Source: an optimization exercise on an open RTL-to-GDS flow (aim: small area and a short achievable clock period). Production flows keep margins and buffers that such runs may drop. In this exercise RTL edits were held to simulation tests only and were not proved equivalent to the original. Power and IR drop assume default switching activity.

## build 80
Design spfc_packer, start of the top module:
module spfc_packer (
    input  wire        clk,
    input  wire        rst,
    input  wire        in_valid,
    input  wire [1:0]  in_op,
    input  wire [31:0] in_rg,
    input  wire [31:0] in_ba,
    input  wire [15:0] in_pk,
    output reg         out_valid,
    output wire [15:0] out_pk,
    output wire [31:0] out_rg,
    output wire [31:0] out_ba
);
export LEC_CHECK = 0
export CAP_MARGIN = 20
export CORE_MARGIN = 2
export CORE_UTILIZATION = 40
export SLEW_MARGIN = 20
create_clock -name core_clock -period 27.0 [get_ports {clk}]
standard.sh (not shown) runs the stock make flow with config.mk's settings and CLKGATE_MAP_FILE= SYNTH_SCRIPT=/design/flow/synth_recipe.tcl, a recipe that flattens the netlist after the stock synthesis.
==> flow/flow/run.sh <==
#!/bin/bash
# The standard layout (standard.sh) with three changes:
#  - synthesis maps the logic with the ABC script in flow/abc_map.script
#    (structural rewriting and area-recovering mapping) instead of ORFS's
#    speed script; everything else in synthesis, including the flip-flops,
#    is ORFS's and the standard flow's own;
#  - plain buf_1 cells as the port buffers;
#  - the resizer's setup repair aims at a margin below the clock period.
set -e
rm -rf scripts_abc
cp -r "$FLOW_HOME/scripts" scripts_abc
cp flow/abc_map.script scripts_abc/abc_area.script
export BUFFER_PORTS_ARGS="-buffer_cell sky130_fd_sc_hd__buf_1"
bash standard.sh SCRIPTS_DIR="$PWD/scripts_abc" ABC_AREA=1 synth > synth.log 2>&1
bash standard.sh SETUP_SLACK_MARGIN=20 finish > standard.log 2>&1
==> flow/flow/abc_map.script <==
&get -n
&st
&syn2
&dch -f
&nf -R 1000
&st
&dch -f
&nf -R 1000
&put
Inputs modified between build 80 and build 29:
diff --git a/flow/flow/run.sh b/flow/flow/run.sh
--- a/flow/flow/run.sh
+++ b/flow/flow/run.sh
@@ -15 +15 @@
-bash standard.sh SETUP_SLACK_MARGIN=20 finish > standard.log 2>&1
+bash standard.sh SETUP_SLACK_MARGIN=19.5 CORE_UTILIZATION=60 finish > standard.log 2>&1
==> flow/flow/abc_map.script <==
&get -n
&st
&syn2
&dch -f
&nf -R 1000
&put
mfs2
&get -n
&st
&dch -f
&nf -R 1000
&put
Notes after the runs:
Build 29 went all the way through the flow, and no timing, DRC or antenna check failed. Build 80 -> build 29: area used by multi-input combinational logic decreased by more than 10%. Changes observed in build 29 relative to build 80: proportion of power drawn by flip-flops and latches increased by 1.8 points relative to the old numbers; synthesized cell count saw a decrease.
Inputs modified between build 29 and build 92:
==> flow/flow/run.sh <==
#!/bin/bash
# The standard layout (standard.sh), with plain buf_1 cells as the port
# buffers, and the resizer's setup repair aimed at a margin below the
# clock period so that it shortens the longest paths.
export BUFFER_PORTS_ARGS="-buffer_cell sky130_fd_sc_hd__buf_1"
bash standard.sh SETUP_SLACK_MARGIN=19.5 finish > standard.log 2>&1
removed: flow/flow/abc_map.script
Findings:
Total chip power went up by a few percent going from build 29 to build 92. In build 92 relative to build 29, estimated wirelength of the detail-placed design had gone up by more than a quarter. Measured against build 92, the static leakage of build 29 comes out at 0.865 times the reference value.
--- input diff build 92..build 17 ---
==> flow/flow/run.sh <==
#!/bin/bash
# The standard layout (standard.sh) with three changes:
#  - synthesis maps the logic with the ABC script in flow/abc_map.script
#    (structural rewriting and area-recovering mapping) instead of ORFS's
#    speed script; everything else in synthesis, including the flip-flops,
#    is ORFS's and the standard flow's own;
#  - plain buf_1 cells as the port buffers;
#  - the resizer's setup repair aims at a margin below the clock period.
set -e
rm -rf scripts_abc
cp -r "$FLOW_HOME/scripts" scripts_abc
cp flow/abc_map.script scripts_abc/abc_area.script
export BUFFER_PORTS_ARGS="-buffer_cell sky130_fd_sc_hd__buf_1"
bash standard.sh SCRIPTS_DIR="$PWD/scripts_abc" ABC_AREA=1 synth > synth.log 2>&1
bash standard.sh SETUP_SLACK_MARGIN=19.5 finish > standard.log 2>&1
==> flow/flow/abc_map.script (new file) <==
&get -n
&st
&syn2
&dch -f
&nf -R 1000
&put
mfs2
&get -n
&st
&dch -f
&nf -R 1000
&put
Findings:
Build 17 ended with more peak fanout along the critical path than build 92. Compared build 17 vs build 92, and internal power contribution is down in build 17. Build 17: maximum vdd ir drop 17% below build 92. Area of the multi-input gates (build 17 vs. build 92) decreases by more than 10%. All-layer global routing usage came out lower on build 17 than on build 92. In the route summary, build 17 ends up with a via count below that of build 92. Summary: with build 92 as the reference, number of combinational gates with multiple inputs in build 17 moved down by more than 10%. Build 17 vs. build 92: maximum operating frequency shows an increase of 2.2%; wire length of the first global-routing pass shows a reduction of 3300 um; number of clock buffers in the layout shows an increase of 1.

-- separate check: timing with driven ports --
No port has a modelled driver above. Below, the same layouts with a new extraction and two added sets of constraints. Step 1 assumes that a clkbuf_16 drives the clock port and a buf_2 every other input. Step 2 adds t to the input delays and takes it off the output delays; t is the mean of the earliest and latest rising clock arrival at the registers after step 1. Input paths then give back, and output paths get back, about the clock's delay inside the block. Slacks: ideal / step 1 / step 2; pairs: ideal / step 1.
run	t, ns	setup slack, ns	latest minus earliest clock arrival (ns)	worst register clock-pin slew, ns	worst slew at a driven data input, ns
build 80	0.276	20.034 / 20.011 / 19.767	0.012 / 0.012	0.08 / 0.08	0.05
build 29	0.288	19.711 / 19.717 / 19.428	0.003 / 0.003	0.08 / 0.08	0.07
build 92	0.284	19.579 / 19.578 / 19.294	0.009 / 0.008	0.08 / 0.08	0.05
build 17	0.276	19.738 / 19.746 / 19.471	0.006 / 0.007	0.08 / 0.08	0.06
After both steps every run listed still meets setup and hold. The setup slack of build 92, which loses most, moves by -0.001 ns with the drivers and by -0.285 ns with both steps.
